This is an optimization exercise on Yosys and OpenROAD, whose aim is small area, a short achievable clock period and few clock cycles per item, not a production implementation.
Only the layout flow was run in this run; the RTL was not checked for function there.
Power is estimated from default activity; no workload was simulated.

## flow/run.sh

```bash
#!/bin/bash
# Layout flow: the standard layout (standard.sh, all ORFS steps from
# synthesis to finish), with the input and output port buffers placed as
# sky130_fd_sc_hd__buf_1 cells instead of the cell buffer_ports picks by
# itself. Each step's full log stays under orfs/logs/; the output of make
# goes to flow_make.log in this folder.
set -euo pipefail
export BUFFER_PORTS_ARGS="-buffer_cell sky130_fd_sc_hd__buf_1"
bash standard.sh > flow_make.log 2>&1
```

## standard.sh

```bash
#!/bin/bash
# synth_recipe.tcl (not shown) runs the flow's synth.tcl, then flattens the netlist and writes it again
# the make line also repeats each setting of config.mk as NAME=value (left out here)
make -C /OpenROAD-flow-scripts/flow DESIGN_CONFIG=/design/flow/config.mk WORK_HOME=/design/flow/orfs CLKGATE_MAP_FILE= SYNTH_SCRIPT=/design/flow/synth_recipe.tcl "${@:-finish}"
```

## config.mk

```make
export PLATFORM = sky130hd
export DESIGN_NAME = popcount_unit
export DESIGN_NICKNAME = popcount_unit
export VERILOG_FILES = /design/flow/design.v
export SDC_FILE = /design/flow/constraint.sdc
export NUM_CORES = 4
export LEC_CHECK = 0
export CAP_MARGIN = 20
export CORE_MARGIN = 2
export CORE_UTILIZATION = 50
export CTS_BUF_LIST = sky130_fd_sc_hd__clkbuf_4
export SETUP_SLACK_MARGIN = 3.5
export SLEW_MARGIN = 20
export SYNTH_HIERARCHICAL = 1
export SYNTH_MINIMUM_KEEP_SIZE = 0
```

## constraint.sdc

```tcl
create_clock -name core_clock -period 7.0 [get_ports {clk}]
set_input_delay 1.4000 -clock core_clock [delete_from_list [all_inputs] [get_ports {clk}]]
set_output_delay 1.4000 -clock core_clock [all_outputs]
set_load 0.01 [all_outputs]
```

## design.v

```verilog
module popcount_unit (
    input  wire         clk,
    input  wire         rst,         
    input  wire         in_valid,
    input  wire [1:0]   op,          
    input  wire [127:0] operand,
    output reg          out_valid,
    output reg  [7:0]   result,
    output reg          valid,
    output reg          illegal,
    output reg  [2:0]   strategy
);
    wire fs1;
    wire fc2;
    wire fs3;
    wire fc4;
    wire fs5;
    wire fc6;
    wire fs7;
    wire fc8;
    wire fs9;
    wire fc10;
    wire fs11;
    wire fc12;
    wire fs13;
    wire fc14;
    wire fs15;
    wire fc16;
    wire fs17;
    wire fc18;
    wire fs19;
    wire fc20;
    wire fs21;
    wire fc22;
    wire fs23;
    wire fc24;
    wire fs25;
    wire fc26;
    wire fs27;
    wire fc28;
    wire fs29;
    wire fc30;
    wire fs31;
    wire fc32;
    wire fs33;
    wire fc34;
    wire fs35;
    wire fc36;
    wire fs37;
    wire fc38;
    wire fs39;
    wire fc40;
    wire fs41;
    wire fc42;
    wire fs43;
    wire fc44;
    wire fs45;
    wire fc46;
    wire fs47;
    wire fc48;
    wire fs49;
    wire fc50;
    wire fs51;
    wire fc52;
    wire fs53;
    wire fc54;
    wire fs55;
    wire fc56;
    wire fs57;
    wire fc58;
    wire fs59;
    wire fc60;
    wire fs61;
    wire fc62;
    wire fs63;
    wire fc64;
    wire fs65;
    wire fc66;
    wire fs67;
    wire fc68;
    wire fs69;
    wire fc70;
    wire fs71;
    wire fc72;
    wire fs73;
    wire fc74;
    wire fs75;
    wire fc76;
    wire fs77;
    wire fc78;
    wire fs79;
    wire fc80;
    wire fs81;
    wire fc82;
    wire fs83;
    wire fc84;
    wire fs85;
    wire fc86;
    wire fs87;
    wire fc88;
    wire fs89;
    wire fc90;
    wire fs91;
    wire fc92;
    wire fs93;
    wire fc94;
    wire fs95;
    wire fc96;
    wire fs97;
    wire fc98;
    wire fs99;
    wire fc100;
    wire fs101;
    wire fc102;
    wire fs103;
    wire fc104;
    wire fs105;
    wire fc106;
    wire fs107;
    wire fc108;
    wire fs109;
    wire fc110;
    wire fs111;
    wire fc112;
    wire fs113;
    wire fc114;
    wire fs115;
    wire fc116;
    wire fs117;
    wire fc118;
    wire fs119;
    wire fc120;
    wire fs121;
    wire fc122;
    wire fs123;
    wire fc124;
    wire fs125;
    wire fc126;
    wire fs127;
    wire fc128;
    wire fs129;
    wire fc130;
    wire fs131;
    wire fc132;
    wire fs133;
    wire fc134;
    wire fs135;
    wire fc136;
    wire fs137;
    wire fc138;
    wire fs139;
    wire fc140;
    wire fs141;
    wire fc142;
    wire fs143;
    wire fc144;
    wire fs145;
    wire fc146;
    wire fs147;
    wire fc148;
    wire fs149;
    wire fc150;
    wire fs151;
    wire fc152;
    wire fs153;
    wire fc154;
    wire fs155;
    wire fc156;
    wire fs157;
    wire fc158;
    wire fs159;
    wire fc160;
    wire fs161;
    wire fc162;
    wire fs163;
    wire fc164;
    wire fs165;
    wire fc166;
    wire fs167;
    wire fc168;
    wire fs169;
    wire fc170;
    wire fs171;
    wire fc172;
    wire fs173;
    wire fc174;
    wire fs175;
    wire fc176;
    wire fs177;
    wire fc178;
    wire fs179;
    wire fc180;
    wire fs181;
    wire fc182;
    wire fs183;
    wire fc184;
    wire fs185;
    wire fc186;
    wire fs187;
    wire fc188;
    wire fs189;
    wire fc190;
    wire fs191;
    wire fc192;
    wire fs193;
    wire fc194;
    wire fs195;
    wire fc196;
    wire fs197;
    wire fc198;
    wire gz199;
    wire gz200;
    wire gz201;
    wire gz202;
    wire gz203;
    wire gz204;
    wire gz205;
    wire gz206;
    wire gz207;
    wire gz208;
    wire gz209;
    wire gz210;
    wire gz211;
    wire gz212;
    wire gz213;
    wire gz214;
    wire [15:0] gnz, gsel;
    wire gi215;
    wire gi216;
    wire gi217;
    wire gi218;
    wire gd219;
    wire gd220;
    wire gd221;
    wire gd222;
    wire gd223;
    wire gd224;
    wire gd225;
    wire gd226;
    wire gz227;
    wire fs228;
    wire fc229;
    wire fs230;
    wire fc231;
    wire fs232;
    wire fc233;
    wire fs234;
    wire fc235;
    wire fs236;
    wire fc237;
    wire fs238;
    wire fc239;
    wire fs240;
    wire fc241;
    wire fs242;
    wire fc243;
    wire fs244;
    wire fc245;
    wire fs246;
    wire fc247;
    wire fs248;
    wire fc249;
    wire fs250;
    wire fc251;
    wire fs252;
    wire fc253;
    wire fs254;
    wire fc255;
    wire fs256;
    wire fc257;
    wire fs258;
    wire fc259;
    wire fs260;
    wire fc261;
    wire fs262;
    wire fc263;
    wire fs264;
    wire fc265;
    wire fs266;
    wire fc267;
    wire fs268;
    wire fc269;
    wire es270;
    wire ez271;
    wire es272;
    wire ez273;
    wire es274;
    wire ez275;
    wire es276;
    wire ez277;
    wire es278;
    wire ez279;
    wire em280;
    wire es281;
    wire ez282;
    wire em283;
    wire es284;
    wire ez285;
    wire em286;
    wire em287;
    wire ispop288;
    wire isscan289;
    wire ra290;
    wire rb291;
    wire ra292;
    wire ra293;
    wire ra294;
    wire ra295;
    wire ra296;
    wire ra297;
    wire ra298;
    wire vl299;
    wire il300;
    reg pc0_r1_0;
    reg pc0_r1_1;
    reg pc0_r1_2;
    reg pc0_r1_3;
    reg pc0_r1_4;
    reg pc0_r1_5;
    reg pc1_r1_6;
    reg pc1_r1_7;
    reg pc1_r1_8;
    reg pc1_r1_9;
    reg pc1_r1_10;
    reg pc2_r1_11;
    reg pc2_r1_12;
    reg pc2_r1_13;
    reg pc2_r1_14;
    reg pc2_r1_15;
    reg pc2_r1_16;
    reg pc2_r1_17;
    reg pc2_r1_18;
    reg pc2_r1_19;
    reg pc2_r1_20;
    reg pc3_r1_21;
    reg pc3_r1_22;
    reg pc3_r1_23;
    reg pc3_r1_24;
    reg pc3_r1_25;
    reg pc3_r1_26;
    reg pc3_r1_27;
    reg pc4_r1_28;
    reg gz_r1_29;
    reg gi_r1_30;
    reg gi_r1_31;
    reg gi_r1_32;
    reg gi_r1_33;
    reg gd_r1_34;
    reg gd_r1_35;
    reg gd_r1_36;
    reg gd_r1_37;
    reg gd_r1_38;
    reg gd_r1_39;
    reg gd_r1_40;
    reg gd_r1_41;
    reg op0_r1_42;
    reg op1_r1_43;
    reg ra0_r2_44;
    reg rb0_r2_45;
    reg ra1_r2_46;
    reg ra2_r2_47;
    reg ra3_r2_48;
    reg ra4_r2_49;
    reg ra5_r2_50;
    reg ra6_r2_51;
    reg valid_r2_52;
    reg ill_r2_53;
    reg ispop_r2_54;
    reg vld_r1, vld_r2;
    fa3 u_fs1 (.a(operand[0]), .b(operand[100]), .c(operand[101]), .s(fs1), .co(fc2));
    fa3 u_fs3 (.a(operand[102]), .b(operand[103]), .c(operand[104]), .s(fs3), .co(fc4));
    fa3 u_fs5 (.a(operand[105]), .b(operand[106]), .c(operand[107]), .s(fs5), .co(fc6));
    fa3 u_fs7 (.a(operand[108]), .b(operand[109]), .c(operand[10]), .s(fs7), .co(fc8));
    fa3 u_fs9 (.a(operand[110]), .b(operand[111]), .c(operand[112]), .s(fs9), .co(fc10));
    fa3 u_fs11 (.a(operand[113]), .b(operand[114]), .c(operand[115]), .s(fs11), .co(fc12));
    fa3 u_fs13 (.a(operand[116]), .b(operand[117]), .c(operand[118]), .s(fs13), .co(fc14));
    fa3 u_fs15 (.a(operand[119]), .b(operand[11]), .c(operand[120]), .s(fs15), .co(fc16));
    fa3 u_fs17 (.a(operand[121]), .b(operand[122]), .c(operand[123]), .s(fs17), .co(fc18));
    fa3 u_fs19 (.a(operand[124]), .b(operand[125]), .c(operand[126]), .s(fs19), .co(fc20));
    fa3 u_fs21 (.a(operand[127]), .b(operand[12]), .c(operand[13]), .s(fs21), .co(fc22));
    fa3 u_fs23 (.a(operand[14]), .b(operand[15]), .c(operand[16]), .s(fs23), .co(fc24));
    fa3 u_fs25 (.a(operand[17]), .b(operand[18]), .c(operand[19]), .s(fs25), .co(fc26));
    fa3 u_fs27 (.a(operand[1]), .b(operand[20]), .c(operand[21]), .s(fs27), .co(fc28));
    fa3 u_fs29 (.a(operand[22]), .b(operand[23]), .c(operand[24]), .s(fs29), .co(fc30));
    fa3 u_fs31 (.a(operand[25]), .b(operand[26]), .c(operand[27]), .s(fs31), .co(fc32));
    fa3 u_fs33 (.a(operand[28]), .b(operand[29]), .c(operand[2]), .s(fs33), .co(fc34));
    fa3 u_fs35 (.a(operand[30]), .b(operand[31]), .c(operand[32]), .s(fs35), .co(fc36));
    fa3 u_fs37 (.a(operand[33]), .b(operand[34]), .c(operand[35]), .s(fs37), .co(fc38));
    fa3 u_fs39 (.a(operand[36]), .b(operand[37]), .c(operand[38]), .s(fs39), .co(fc40));
    fa3 u_fs41 (.a(operand[39]), .b(operand[3]), .c(operand[40]), .s(fs41), .co(fc42));
    fa3 u_fs43 (.a(operand[41]), .b(operand[42]), .c(operand[43]), .s(fs43), .co(fc44));
    fa3 u_fs45 (.a(operand[44]), .b(operand[45]), .c(operand[46]), .s(fs45), .co(fc46));
    fa3 u_fs47 (.a(operand[47]), .b(operand[48]), .c(operand[49]), .s(fs47), .co(fc48));
    fa3 u_fs49 (.a(operand[4]), .b(operand[50]), .c(operand[51]), .s(fs49), .co(fc50));
    fa3 u_fs51 (.a(operand[52]), .b(operand[53]), .c(operand[54]), .s(fs51), .co(fc52));
    fa3 u_fs53 (.a(operand[55]), .b(operand[56]), .c(operand[57]), .s(fs53), .co(fc54));
    fa3 u_fs55 (.a(operand[58]), .b(operand[59]), .c(operand[5]), .s(fs55), .co(fc56));
    fa3 u_fs57 (.a(operand[60]), .b(operand[61]), .c(operand[62]), .s(fs57), .co(fc58));
    fa3 u_fs59 (.a(operand[63]), .b(operand[64]), .c(operand[65]), .s(fs59), .co(fc60));
    fa3 u_fs61 (.a(operand[66]), .b(operand[67]), .c(operand[68]), .s(fs61), .co(fc62));
    fa3 u_fs63 (.a(operand[69]), .b(operand[6]), .c(operand[70]), .s(fs63), .co(fc64));
    fa3 u_fs65 (.a(operand[71]), .b(operand[72]), .c(operand[73]), .s(fs65), .co(fc66));
    fa3 u_fs67 (.a(operand[74]), .b(operand[75]), .c(operand[76]), .s(fs67), .co(fc68));
    fa3 u_fs69 (.a(operand[77]), .b(operand[78]), .c(operand[79]), .s(fs69), .co(fc70));
    fa3 u_fs71 (.a(operand[7]), .b(operand[80]), .c(operand[81]), .s(fs71), .co(fc72));
    fa3 u_fs73 (.a(operand[82]), .b(operand[83]), .c(operand[84]), .s(fs73), .co(fc74));
    fa3 u_fs75 (.a(operand[85]), .b(operand[86]), .c(operand[87]), .s(fs75), .co(fc76));
    fa3 u_fs77 (.a(operand[88]), .b(operand[89]), .c(operand[8]), .s(fs77), .co(fc78));
    fa3 u_fs79 (.a(operand[90]), .b(operand[91]), .c(operand[92]), .s(fs79), .co(fc80));
    fa3 u_fs81 (.a(operand[93]), .b(operand[94]), .c(operand[95]), .s(fs81), .co(fc82));
    fa3 u_fs83 (.a(operand[96]), .b(operand[97]), .c(operand[98]), .s(fs83), .co(fc84));
    fa3 u_fs85 (.a(fc10), .b(fc12), .c(fc14), .s(fs85), .co(fc86));
    fa3 u_fs87 (.a(fc16), .b(fc18), .c(fc2), .s(fs87), .co(fc88));
    fa3 u_fs89 (.a(fc20), .b(fc22), .c(fc24), .s(fs89), .co(fc90));
    fa3 u_fs91 (.a(fc26), .b(fc28), .c(fc30), .s(fs91), .co(fc92));
    fa3 u_fs93 (.a(fc32), .b(fc34), .c(fc36), .s(fs93), .co(fc94));
    fa3 u_fs95 (.a(fc38), .b(fc4), .c(fc40), .s(fs95), .co(fc96));
    fa3 u_fs97 (.a(fc42), .b(fc44), .c(fc46), .s(fs97), .co(fc98));
    fa3 u_fs99 (.a(fc48), .b(fc50), .c(fc52), .s(fs99), .co(fc100));
    fa3 u_fs101 (.a(fc54), .b(fc56), .c(fc58), .s(fs101), .co(fc102));
    fa3 u_fs103 (.a(fc6), .b(fc60), .c(fc62), .s(fs103), .co(fc104));
    fa3 u_fs105 (.a(fc64), .b(fc66), .c(fc68), .s(fs105), .co(fc106));
    fa3 u_fs107 (.a(fc70), .b(fc72), .c(fc74), .s(fs107), .co(fc108));
    fa3 u_fs109 (.a(fc76), .b(fc78), .c(fc8), .s(fs109), .co(fc110));
    fa3 u_fs111 (.a(fc80), .b(fc82), .c(fc84), .s(fs111), .co(fc112));
    fa3 u_fs113 (.a(operand[99]), .b(operand[9]), .c(fs1), .s(fs113), .co(fc114));
    fa3 u_fs115 (.a(fs11), .b(fs13), .c(fs15), .s(fs115), .co(fc116));
    fa3 u_fs117 (.a(fs17), .b(fs19), .c(fs21), .s(fs117), .co(fc118));
    fa3 u_fs119 (.a(fs23), .b(fs25), .c(fs27), .s(fs119), .co(fc120));
    fa3 u_fs121 (.a(fs29), .b(fs3), .c(fs31), .s(fs121), .co(fc122));
    fa3 u_fs123 (.a(fs33), .b(fs35), .c(fs37), .s(fs123), .co(fc124));
    fa3 u_fs125 (.a(fs39), .b(fs41), .c(fs43), .s(fs125), .co(fc126));
    fa3 u_fs127 (.a(fs45), .b(fs47), .c(fs49), .s(fs127), .co(fc128));
    fa3 u_fs129 (.a(fs5), .b(fs51), .c(fs53), .s(fs129), .co(fc130));
    fa3 u_fs131 (.a(fs55), .b(fs57), .c(fs59), .s(fs131), .co(fc132));
    fa3 u_fs133 (.a(fs61), .b(fs63), .c(fs65), .s(fs133), .co(fc134));
    fa3 u_fs135 (.a(fs67), .b(fs69), .c(fs7), .s(fs135), .co(fc136));
    fa3 u_fs137 (.a(fs71), .b(fs73), .c(fs75), .s(fs137), .co(fc138));
    fa3 u_fs139 (.a(fs77), .b(fs79), .c(fs81), .s(fs139), .co(fc140));
    fa3 u_fs141 (.a(fc100), .b(fc102), .c(fc104), .s(fs141), .co(fc142));
    fa3 u_fs143 (.a(fc106), .b(fc108), .c(fc110), .s(fs143), .co(fc144));
    fa3 u_fs145 (.a(fc112), .b(fc86), .c(fc88), .s(fs145), .co(fc146));
    fa3 u_fs147 (.a(fc90), .b(fc92), .c(fc94), .s(fs147), .co(fc148));
    fa3 u_fs149 (.a(fc114), .b(fc116), .c(fc118), .s(fs149), .co(fc150));
    fa3 u_fs151 (.a(fc120), .b(fc122), .c(fc124), .s(fs151), .co(fc152));
    fa3 u_fs153 (.a(fc126), .b(fc128), .c(fc130), .s(fs153), .co(fc154));
    fa3 u_fs155 (.a(fc132), .b(fc134), .c(fc136), .s(fs155), .co(fc156));
    fa3 u_fs157 (.a(fc138), .b(fc140), .c(fs101), .s(fs157), .co(fc158));
    fa3 u_fs159 (.a(fs103), .b(fs105), .c(fs107), .s(fs159), .co(fc160));
    fa3 u_fs161 (.a(fs109), .b(fs111), .c(fs85), .s(fs161), .co(fc162));
    fa3 u_fs163 (.a(fs87), .b(fs89), .c(fs91), .s(fs163), .co(fc164));
    fa3 u_fs165 (.a(fs93), .b(fs95), .c(fs97), .s(fs165), .co(fc166));
    fa3 u_fs167 (.a(fs83), .b(fs9), .c(fs113), .s(fs167), .co(fc168));
    fa3 u_fs169 (.a(fs115), .b(fs117), .c(fs119), .s(fs169), .co(fc170));
    fa3 u_fs171 (.a(fs121), .b(fs123), .c(fs125), .s(fs171), .co(fc172));
    fa3 u_fs173 (.a(fs127), .b(fs129), .c(fs131), .s(fs173), .co(fc174));
    fa3 u_fs175 (.a(fs133), .b(fs135), .c(fs137), .s(fs175), .co(fc176));
    fa3 u_fs177 (.a(fc142), .b(fc144), .c(fc146), .s(fs177), .co(fc178));
    fa3 u_fs179 (.a(fc96), .b(fc98), .c(fc150), .s(fs179), .co(fc180));
    fa3 u_fs181 (.a(fc152), .b(fc154), .c(fc156), .s(fs181), .co(fc182));
    fa3 u_fs183 (.a(fc158), .b(fc160), .c(fc162), .s(fs183), .co(fc184));
    fa3 u_fs185 (.a(fc164), .b(fc166), .c(fs141), .s(fs185), .co(fc186));
    fa3 u_fs187 (.a(fs143), .b(fs145), .c(fs147), .s(fs187), .co(fc188));
    fa3 u_fs189 (.a(fs99), .b(fc168), .c(fc170), .s(fs189), .co(fc190));
    fa3 u_fs191 (.a(fc172), .b(fc174), .c(fc176), .s(fs191), .co(fc192));
    fa3 u_fs193 (.a(fs149), .b(fs151), .c(fs153), .s(fs193), .co(fc194));
    fa3 u_fs195 (.a(fs155), .b(fs157), .c(fs159), .s(fs195), .co(fc196));
    fa3 u_fs197 (.a(fs161), .b(fs163), .c(fs165), .s(fs197), .co(fc198));
    assign gz199 = |operand[7:0];
    assign gz200 = |operand[15:8];
    assign gz201 = |operand[23:16];
    assign gz202 = |operand[31:24];
    assign gz203 = |operand[39:32];
    assign gz204 = |operand[47:40];
    assign gz205 = |operand[55:48];
    assign gz206 = |operand[63:56];
    assign gz207 = |operand[71:64];
    assign gz208 = |operand[79:72];
    assign gz209 = |operand[87:80];
    assign gz210 = |operand[95:88];
    assign gz211 = |operand[103:96];
    assign gz212 = |operand[111:104];
    assign gz213 = |operand[119:112];
    assign gz214 = |operand[127:120];
    assign gnz[0] = gz199;
    assign gnz[1] = gz200;
    assign gnz[2] = gz201;
    assign gnz[3] = gz202;
    assign gnz[4] = gz203;
    assign gnz[5] = gz204;
    assign gnz[6] = gz205;
    assign gnz[7] = gz206;
    assign gnz[8] = gz207;
    assign gnz[9] = gz208;
    assign gnz[10] = gz209;
    assign gnz[11] = gz210;
    assign gnz[12] = gz211;
    assign gnz[13] = gz212;
    assign gnz[14] = gz213;
    assign gnz[15] = gz214;
    assign gsel[0] = gnz[0] & (op[1] ? ~(|gnz[15:1]) : ~(1'b0));
    assign gsel[1] = gnz[1] & (op[1] ? ~(|gnz[15:2]) : ~(|gnz[0:0]));
    assign gsel[2] = gnz[2] & (op[1] ? ~(|gnz[15:3]) : ~(|gnz[1:0]));
    assign gsel[3] = gnz[3] & (op[1] ? ~(|gnz[15:4]) : ~(|gnz[2:0]));
    assign gsel[4] = gnz[4] & (op[1] ? ~(|gnz[15:5]) : ~(|gnz[3:0]));
    assign gsel[5] = gnz[5] & (op[1] ? ~(|gnz[15:6]) : ~(|gnz[4:0]));
    assign gsel[6] = gnz[6] & (op[1] ? ~(|gnz[15:7]) : ~(|gnz[5:0]));
    assign gsel[7] = gnz[7] & (op[1] ? ~(|gnz[15:8]) : ~(|gnz[6:0]));
    assign gsel[8] = gnz[8] & (op[1] ? ~(|gnz[15:9]) : ~(|gnz[7:0]));
    assign gsel[9] = gnz[9] & (op[1] ? ~(|gnz[15:10]) : ~(|gnz[8:0]));
    assign gsel[10] = gnz[10] & (op[1] ? ~(|gnz[15:11]) : ~(|gnz[9:0]));
    assign gsel[11] = gnz[11] & (op[1] ? ~(|gnz[15:12]) : ~(|gnz[10:0]));
    assign gsel[12] = gnz[12] & (op[1] ? ~(|gnz[15:13]) : ~(|gnz[11:0]));
    assign gsel[13] = gnz[13] & (op[1] ? ~(|gnz[15:14]) : ~(|gnz[12:0]));
    assign gsel[14] = gnz[14] & (op[1] ? ~(|gnz[15:15]) : ~(|gnz[13:0]));
    assign gsel[15] = gnz[15] & (op[1] ? ~(1'b0) : ~(|gnz[14:0]));
    assign gi215 = gsel[1] | gsel[3] | gsel[5] | gsel[7] | gsel[9] | gsel[11] | gsel[13] | gsel[15];
    assign gi216 = gsel[2] | gsel[3] | gsel[6] | gsel[7] | gsel[10] | gsel[11] | gsel[14] | gsel[15];
    assign gi217 = gsel[4] | gsel[5] | gsel[6] | gsel[7] | gsel[12] | gsel[13] | gsel[14] | gsel[15];
    assign gi218 = gsel[8] | gsel[9] | gsel[10] | gsel[11] | gsel[12] | gsel[13] | gsel[14] | gsel[15];
    assign gd219 = (gsel[0] & operand[0]) | (gsel[1] & operand[8]) | (gsel[2] & operand[16]) | (gsel[3] & operand[24]) | (gsel[4] & operand[32]) | (gsel[5] & operand[40]) | (gsel[6] & operand[48]) | (gsel[7] & operand[56]) | (gsel[8] & operand[64]) | (gsel[9] & operand[72]) | (gsel[10] & operand[80]) | (gsel[11] & operand[88]) | (gsel[12] & operand[96]) | (gsel[13] & operand[104]) | (gsel[14] & operand[112]) | (gsel[15] & operand[120]);
    assign gd220 = (gsel[0] & operand[1]) | (gsel[1] & operand[9]) | (gsel[2] & operand[17]) | (gsel[3] & operand[25]) | (gsel[4] & operand[33]) | (gsel[5] & operand[41]) | (gsel[6] & operand[49]) | (gsel[7] & operand[57]) | (gsel[8] & operand[65]) | (gsel[9] & operand[73]) | (gsel[10] & operand[81]) | (gsel[11] & operand[89]) | (gsel[12] & operand[97]) | (gsel[13] & operand[105]) | (gsel[14] & operand[113]) | (gsel[15] & operand[121]);
    assign gd221 = (gsel[0] & operand[2]) | (gsel[1] & operand[10]) | (gsel[2] & operand[18]) | (gsel[3] & operand[26]) | (gsel[4] & operand[34]) | (gsel[5] & operand[42]) | (gsel[6] & operand[50]) | (gsel[7] & operand[58]) | (gsel[8] & operand[66]) | (gsel[9] & operand[74]) | (gsel[10] & operand[82]) | (gsel[11] & operand[90]) | (gsel[12] & operand[98]) | (gsel[13] & operand[106]) | (gsel[14] & operand[114]) | (gsel[15] & operand[122]);
    assign gd222 = (gsel[0] & operand[3]) | (gsel[1] & operand[11]) | (gsel[2] & operand[19]) | (gsel[3] & operand[27]) | (gsel[4] & operand[35]) | (gsel[5] & operand[43]) | (gsel[6] & operand[51]) | (gsel[7] & operand[59]) | (gsel[8] & operand[67]) | (gsel[9] & operand[75]) | (gsel[10] & operand[83]) | (gsel[11] & operand[91]) | (gsel[12] & operand[99]) | (gsel[13] & operand[107]) | (gsel[14] & operand[115]) | (gsel[15] & operand[123]);
    assign gd223 = (gsel[0] & operand[4]) | (gsel[1] & operand[12]) | (gsel[2] & operand[20]) | (gsel[3] & operand[28]) | (gsel[4] & operand[36]) | (gsel[5] & operand[44]) | (gsel[6] & operand[52]) | (gsel[7] & operand[60]) | (gsel[8] & operand[68]) | (gsel[9] & operand[76]) | (gsel[10] & operand[84]) | (gsel[11] & operand[92]) | (gsel[12] & operand[100]) | (gsel[13] & operand[108]) | (gsel[14] & operand[116]) | (gsel[15] & operand[124]);
    assign gd224 = (gsel[0] & operand[5]) | (gsel[1] & operand[13]) | (gsel[2] & operand[21]) | (gsel[3] & operand[29]) | (gsel[4] & operand[37]) | (gsel[5] & operand[45]) | (gsel[6] & operand[53]) | (gsel[7] & operand[61]) | (gsel[8] & operand[69]) | (gsel[9] & operand[77]) | (gsel[10] & operand[85]) | (gsel[11] & operand[93]) | (gsel[12] & operand[101]) | (gsel[13] & operand[109]) | (gsel[14] & operand[117]) | (gsel[15] & operand[125]);
    assign gd225 = (gsel[0] & operand[6]) | (gsel[1] & operand[14]) | (gsel[2] & operand[22]) | (gsel[3] & operand[30]) | (gsel[4] & operand[38]) | (gsel[5] & operand[46]) | (gsel[6] & operand[54]) | (gsel[7] & operand[62]) | (gsel[8] & operand[70]) | (gsel[9] & operand[78]) | (gsel[10] & operand[86]) | (gsel[11] & operand[94]) | (gsel[12] & operand[102]) | (gsel[13] & operand[110]) | (gsel[14] & operand[118]) | (gsel[15] & operand[126]);
    assign gd226 = (gsel[0] & operand[7]) | (gsel[1] & operand[15]) | (gsel[2] & operand[23]) | (gsel[3] & operand[31]) | (gsel[4] & operand[39]) | (gsel[5] & operand[47]) | (gsel[6] & operand[55]) | (gsel[7] & operand[63]) | (gsel[8] & operand[71]) | (gsel[9] & operand[79]) | (gsel[10] & operand[87]) | (gsel[11] & operand[95]) | (gsel[12] & operand[103]) | (gsel[13] & operand[111]) | (gsel[14] & operand[119]) | (gsel[15] & operand[127]);
    assign gz227 = |gnz;
    fa3 u_fs228 (.a(pc0_r1_0), .b(pc0_r1_1), .c(pc0_r1_2), .s(fs228), .co(fc229));
    fa3 u_fs230 (.a(pc0_r1_3), .b(pc0_r1_4), .c(pc0_r1_5), .s(fs230), .co(fc231));
    fa3 u_fs232 (.a(pc1_r1_10), .b(pc1_r1_6), .c(pc1_r1_7), .s(fs232), .co(fc233));
    fa3 u_fs234 (.a(pc2_r1_11), .b(pc2_r1_12), .c(pc2_r1_13), .s(fs234), .co(fc235));
    fa3 u_fs236 (.a(pc2_r1_14), .b(pc2_r1_15), .c(pc2_r1_16), .s(fs236), .co(fc237));
    fa3 u_fs238 (.a(pc2_r1_17), .b(pc2_r1_18), .c(pc2_r1_19), .s(fs238), .co(fc239));
    fa3 u_fs240 (.a(pc3_r1_21), .b(pc3_r1_22), .c(pc3_r1_23), .s(fs240), .co(fc241));
    fa3 u_fs242 (.a(pc3_r1_24), .b(pc3_r1_25), .c(pc3_r1_26), .s(fs242), .co(fc243));
    fa3 u_fs244 (.a(pc1_r1_8), .b(pc1_r1_9), .c(fc229), .s(fs244), .co(fc245));
    fa3 u_fs246 (.a(pc3_r1_27), .b(fc235), .c(fc237), .s(fs246), .co(fc247));
    fa3 u_fs248 (.a(pc4_r1_28), .b(fc241), .c(fc243), .s(fs248), .co(fc249));
    fa3 u_fs250 (.a(pc2_r1_20), .b(fc233), .c(fs234), .s(fs250), .co(fc251));
    fa3 u_fs252 (.a(fc239), .b(fs240), .c(fs242), .s(fs252), .co(fc253));
    fa3 u_fs254 (.a(fs236), .b(fs238), .c(fc245), .s(fs254), .co(fc255));
    fa3 u_fs256 (.a(fc231), .b(fs232), .c(fs244), .s(fs256), .co(fc257));
    fa3 u_fs258 (.a(fc247), .b(fc253), .c(fs248), .s(fs258), .co(fc259));
    fa3 u_fs260 (.a(fc251), .b(fs246), .c(fs252), .s(fs260), .co(fc261));
    fa3 u_fs262 (.a(fs250), .b(fc257), .c(fs254), .s(fs262), .co(fc263));
    fa3 u_fs264 (.a(fc255), .b(fs260), .c(fc263), .s(fs264), .co(fc265));
    fa3 u_fs266 (.a(fc261), .b(fs258), .c(fc265), .s(fs266), .co(fc267));
    fa3 u_fs268 (.a(fc249), .b(fc259), .c(fc267), .s(fs268), .co(fc269));
    assign es270 = op1_r1_43 ? gd_r1_35 : ~gd_r1_34;
    assign ez271 = gd_r1_34 | gd_r1_35;
    assign es272 = op1_r1_43 ? gd_r1_37 : ~gd_r1_36;
    assign ez273 = gd_r1_36 | gd_r1_37;
    assign es274 = op1_r1_43 ? gd_r1_39 : ~gd_r1_38;
    assign ez275 = gd_r1_38 | gd_r1_39;
    assign es276 = op1_r1_43 ? gd_r1_41 : ~gd_r1_40;
    assign ez277 = gd_r1_40 | gd_r1_41;
    assign es278 = op1_r1_43 ? ez273 : ~ez271;
    assign ez279 = ez271 | ez273;
    assign em280 = es278 ? es272 : es270;
    assign es281 = op1_r1_43 ? ez277 : ~ez275;
    assign ez282 = ez275 | ez277;
    assign em283 = es281 ? es276 : es274;
    assign es284 = op1_r1_43 ? ez282 : ~ez279;
    assign ez285 = ez279 | ez282;
    assign em286 = es284 ? em283 : em280;
    assign em287 = es284 ? es281 : es278;
    assign ispop288 = ~op1_r1_43 & ~op0_r1_42;
    assign isscan289 = (op1_r1_43 ^ op0_r1_42) & gz_r1_29;
    assign ra290 = (ispop288 & fs228) | (isscan289 & em286);
    assign rb291 = ispop288 & fs230;
    assign ra292 = (ispop288 & fs256) | (isscan289 & em287);
    assign ra293 = (ispop288 & fs262) | (isscan289 & es284);
    assign ra294 = (ispop288 & fs264) | (isscan289 & gi_r1_30);
    assign ra295 = (ispop288 & fs266) | (isscan289 & gi_r1_31);
    assign ra296 = (ispop288 & fs268) | (isscan289 & gi_r1_32);
    assign ra297 = (ispop288 & fc269) | (isscan289 & gi_r1_33);
    assign ra298 = 1'b0;
    assign vl299 = ispop288 | isscan289;
    assign il300 = op1_r1_43 & op0_r1_42;
    always @(posedge clk) begin
        pc0_r1_0 <= fs139;
        pc0_r1_1 <= fs167;
        pc0_r1_2 <= fs169;
        pc0_r1_3 <= fs171;
        pc0_r1_4 <= fs173;
        pc0_r1_5 <= fs175;
        pc1_r1_6 <= fs189;
        pc1_r1_7 <= fs191;
        pc1_r1_8 <= fs193;
        pc1_r1_9 <= fs195;
        pc1_r1_10 <= fs197;
        pc2_r1_11 <= fc190;
        pc2_r1_12 <= fc192;
        pc2_r1_13 <= fc194;
        pc2_r1_14 <= fc196;
        pc2_r1_15 <= fc198;
        pc2_r1_16 <= fs179;
        pc2_r1_17 <= fs181;
        pc2_r1_18 <= fs183;
        pc2_r1_19 <= fs185;
        pc2_r1_20 <= fs187;
        pc3_r1_21 <= fc148;
        pc3_r1_22 <= fc180;
        pc3_r1_23 <= fc182;
        pc3_r1_24 <= fc184;
        pc3_r1_25 <= fc186;
        pc3_r1_26 <= fc188;
        pc3_r1_27 <= fs177;
        pc4_r1_28 <= fc178;
        gz_r1_29 <= gz227;
        gi_r1_30 <= gi215;
        gi_r1_31 <= gi216;
        gi_r1_32 <= gi217;
        gi_r1_33 <= gi218;
        gd_r1_34 <= gd219;
        gd_r1_35 <= gd220;
        gd_r1_36 <= gd221;
        gd_r1_37 <= gd222;
        gd_r1_38 <= gd223;
        gd_r1_39 <= gd224;
        gd_r1_40 <= gd225;
        gd_r1_41 <= gd226;
        op0_r1_42 <= op[0];
        op1_r1_43 <= op[1];
        ra0_r2_44 <= ra290;
        rb0_r2_45 <= rb291;
        ra1_r2_46 <= ra292;
        ra2_r2_47 <= ra293;
        ra3_r2_48 <= ra294;
        ra4_r2_49 <= ra295;
        ra5_r2_50 <= ra296;
        ra6_r2_51 <= ra297;
        valid_r2_52 <= vl299;
        ill_r2_53 <= il300;
        ispop_r2_54 <= ispop288;
    end
    always @(posedge clk) begin
        if (rst) begin
            vld_r1 <= 1'b0;
            vld_r2 <= 1'b0;
        end else begin
            vld_r1 <= in_valid;
            vld_r2 <= vld_r1;
        end
    end
    wire [7:0] row_a = {1'b0, ra6_r2_51, ra5_r2_50, ra4_r2_49, ra3_r2_48, ra2_r2_47, ra1_r2_46, ra0_r2_44};
    wire [7:0] row_b = {1'b0, 1'b0, 1'b0, 1'b0, 1'b0, 1'b0, 1'b0, rb0_r2_45};
    wire [7:0] sum = row_a + row_b;
    always @* begin
        out_valid = vld_r2;
        result    = sum;
        valid     = valid_r2_52;
        illegal   = ill_r2_53;
        if (ispop_r2_54)
            strategy = (sum[7:4] == 4'd0) ? 3'b010 : 3'b001;
        else
            strategy = {1'b1, ill_r2_53, ill_r2_53};
    end
endmodule
module fa3 (input wire a, input wire b, input wire c, output wire s, output wire co);
    assign s  = a ^ b ^ c;
    assign co = (a & b) | (a & c) | (b & c);
endmodule
```

==> run summary <==
Type of destination of the critical path: flip-flop
Clock share of power: 0.080
CTS Root Cell: clkbuf_4
Met2 WL post-DR: 11,900 um
Routability congestion estimate: 1.08
Final wirelength: 27,000 um
Max cap viols: 0
CTS tree: built
Largest net degree at the start of global routing: 14
Sink Count: 57
Worst Path Arrival: 4.07 ns
Total negative slack: 0 ns
Slew @ Worst Pin: 1.06 ns
Core Rows: 38
# hold bufs at CTS: 0
Clock Pin Slew Worst Setup and Hold Paths: 0.12 ns
Min cycle time layout: 3.69 ns
Worst hold path type: reg2reg
Initial antenna violation count: 3
Critical path peak fanout: 8
PwrDens: 361 nW/um^2
Final core utilization: 0.661
# fillers: 850
Post-synth EDFFs: 0
Initial Utilization: 0.518
Core ar.: 11,000 um^2
Worst Path Required: 7.38 ns
Ys Warns: 7
Die Span X: 111 um
Total power: 2.62 mW
Synth unique cells: 52
Global-route wire length before repair: 39,100 um
CP max-delay cell: nor4_1
Gr usage total: 0.436
Clock Latency Late Sink: 0.43 ns
CP Buf/Inv Count: 1
Post-route DRC: 0
DR pass1 iterations: 9
Outcome: complete, no violations
Sequential share of the synthesized area: 0.200
Post-synth ARST share: 0
Max frequency: 0.271 GHz
Max VDD drop: 1180 uV
Vias/cell: 7.12
P&R area growth vs syn: 27.6%
PortBufs: 146
FF+latch count, synth: 57
Relative slew slack: 0.288
WL met1: 8790 um
Nets@finish: 953
Top delay family on crit path: simple AND/OR/NAND/NOR gates
Post-Syn Instances: 517
Synthesized area: 5690 um^2
P_sw: 1.23 mW
Startpoint type of the worst setup path: input port
Part of the power in combinational logic: 0.718
Ys flop type: dfxtp_1
# setup viols final: 0
Clock skew: 0.0185 ns
Critical path, cell by cell: buf_1 > nor4_1 > nand2_2 > or3_4 > o22ai_2 > nand2_1 > and4_1 > nand4_1
DR top layer: met4
Routed WL per cell: 32.0 um
Share of cells above drive strength 1: 0.247
Int Power: 1.40 mW
Antenna Nets Post-Route: 0
Number of global-route vias before repair: 6,518
Cts bufs inserted: 9
Starting DRT DRC Count: 1,065
Synthesized area per cell: 11.0 um^2
Fin cells: 843
CTS max path bufs: 2
Register share of total power: 0.202
Total gr overflow: 0
Slowest Stage Delay on Critical Path: 0.75 ns
Placed cells: 792
HPWL after DPL: 22,300 um
Syn Nets: 774
Met3 wire length: 4150 um
Slew Limit Fails: 0
Htree depth: 3
Final Hold Vio Count: 0
Final period util: 0.527
P_leak: 2.64 nW
Total number of vias: 6,000
Net Sw Frac: 0.468
Die Footprint: 12,300 um^2
Die height: 111 um
WS Path Type: in2reg
RSZ-0062 raised after global routing: yes
Io pins: 147
## through the flow
| stage | setup slack, ns | hold WS (ns) | cell area [um^2] |
|---|---|---|---|
| final | 3.31 | 0.448 | 7260 |
| after global routing | 3.35 | 0.465 | 7260 |
| after CTS | 3.49 | 0.443 | 6910 |
| after detailed placement | 2.42 | 0.429 | 6380 |
| after global placement | 2.16 | 0.426 | 6370 |
| after floorplan | 3.40 | 0.414 | 5700 |
## modules after synthesis (local to each module, per instance)
module | cell area [um^2] | flip-flops and latches
popcount_unit | 3290 | 57
fa3 | 20.0 | 0
## kinds of logic (layout without fill, tap and decap cells)
kind of cell | Yosys count | in the layout | share of synthesized area
AOI/OAI and AO/OA | 110 | 110 | 0.153
xor gates and xnor gates | 5 | 5 | 0.00769
adders and majority gates | 124 | 124 | 0.431
buffers and inverters | 22 | 206 | 0.0163
DFF | 57 | 57 | 0.200
other | 0 | 2 | 0
and+or+nand+nor | 199 | 199 | 0.192
## power groups by stage
stage | clock (mW) | sequential (mW) | combinational, mW
5_1_grt | 0.223 | 0.541 | 2.04
2_1_floorplan | 0 | 0.514 | 0.909
3_3_place_gp | 0 | 0.524 | 1.60
3_5_place_dp | 0 | 0.534 | 1.73
4_1_cts | 0.211 | 0.527 | 1.86
6_report | 0.211 | 0.529 | 1.88
## synthesized netlist by cell type (2+ instances only)
master / n / share of area
a2111oi_0: 3 / 0.0046
a211oi_1: 2 / 0.0026
a21o_1: 2 / 0.0026
a21oi_1: 13 / 0.011
a221oi_1: 5 / 0.0077
a222oi_1: 8 / 0.014
a22o_1: 7 / 0.011
a22oi_1: 33 / 0.044
a31o_2: 4 / 0.0062
a31oi_1: 4 / 0.0044
a32oi_1: 2 / 0.0031
and2_1: 8 / 0.0088
and3_1: 7 / 0.0077
and4_1: 10 / 0.015
and4b_1: 2 / 0.0035
buf_2: 2 / 0.0018
clkbuf_1: 10 / 0.0066
dfxtp_1: 57 / 0.20
fa_1: 120 / 0.42
ha_1: 4 / 0.0088
inv_1: 9 / 0.0059
nand2_1: 38 / 0.025
nand3_1: 24 / 0.021
nand4_1: 23 / 0.025
nor2_1: 23 / 0.015
nor2b_1: 5 / 0.0055
nor3_1: 11 / 0.0097
nor4_1: 36 / 0.040
o21ai_0: 8 / 0.0070
o22ai_1: 5 / 0.0055
o22ai_2: 2 / 0.0044
or3_1: 6 / 0.0066
or4_1: 2 / 0.0026
xnor2_1: 3 / 0.0046
xor2_1: 2 / 0.0031
## worst reg2reg max path, stage by stage (launching register included)
cell     delay, ns
dfxtp_1       0.34
fa_2          0.42
fa_2          0.37
fa_1          0.48
fa_2          0.37
fa_2          0.35
fa_2          0.34
fa_2          0.48
a22o_1        0.25
## layout by cell type (no fill, tap or decap), types with 9 or more instances in the layout
cell / synthesis / final
buf_1: 0 / 95
nand2_1: 38 / 37
nor2_1: 23 / 22
fa_1: 120 / 113
clkbuf_4: 0 / 10
nor4_1: 36 / 10
buf_4: 0 / 27
a22oi_1: 33 / 28
nand4_1: 23 / 23
nor4_2: 0 / 19
clkbuf_2: 0 / 44
nand3_1: 24 / 21
nor3_1: 11 / 9
dfxtp_1: 57 / 57
a21oi_1: 13 / 13
## layout make-up
type / instances / area (um^2) / area share
Sequential cell: 57 / 1140 / 0.157
Multi-Input combinational cell: 438 / 4820 / 0.664
Clock buffer: 9 / 67.6 / 0.00930
Inverter: 9 / 37.5 / 0.00517
Timing Repair Buffer: 181 / 966 / 0.133
Clock inverter: 7 / 47.5 / 0.00655
Antenna cell: 2 / 5.00 / 0.000689
Tap cell: 140 / 175 / 0.0241
## metal layers
layer	global-route usage	vias to the layer above
li1	-	2340
met1	0.502	2801
met2	0.672	680
met3	0.177	179
met4	0.282	0
met5	0	-
## final timing paths
check / from / endpoint / slack (ns) / depth (start not counted)
worst max register to register: pc0_r1_0 / ra5_r2_50 / 3.52 / 8
worst min register to register: gi_r1_31 / ra4_r2_49 / 0.45 / 1
worst max-delay path: operand[25] / gd_r1_35 / 3.31 / 8
worst min-delay path: gi_r1_31 / ra4_r2_49 / 0.45 / 1
## what timing repair did
action,4_1_cts,5_1_grt
gates resized for setup,58,82
buffers inserted,19,14
gates cloned,0,0
pin swaps,21,28
setup endpoints to repair,18,16

==> separate check: timing with driven ports <==
In the flow no input, the clock included, has a driving cell. The finished layout below was timed again as built, in two steps.
Step 1 sets driving cells, clkbuf_16 on the clock port and buf_2 on the other inputs (assumed; they add their load-dependent delay and slew).
Step 2, shift: input delay + t, output delay - t, t = (earliest + latest rising clock arrival at the registers) / 2. This alone moves slack from input paths to output paths.
Three values: no drivers, after step 1, after step 2; two values: the first two.
t, ns: 0.451
setup WS [ns]: 3.308 / 3.318 / 2.868
pins driven straight from the clock port: 1
After both steps setup and hold are still met in this run. The setup slack of this run moves by +0.010 ns with the drivers and by -0.440 ns with both steps.
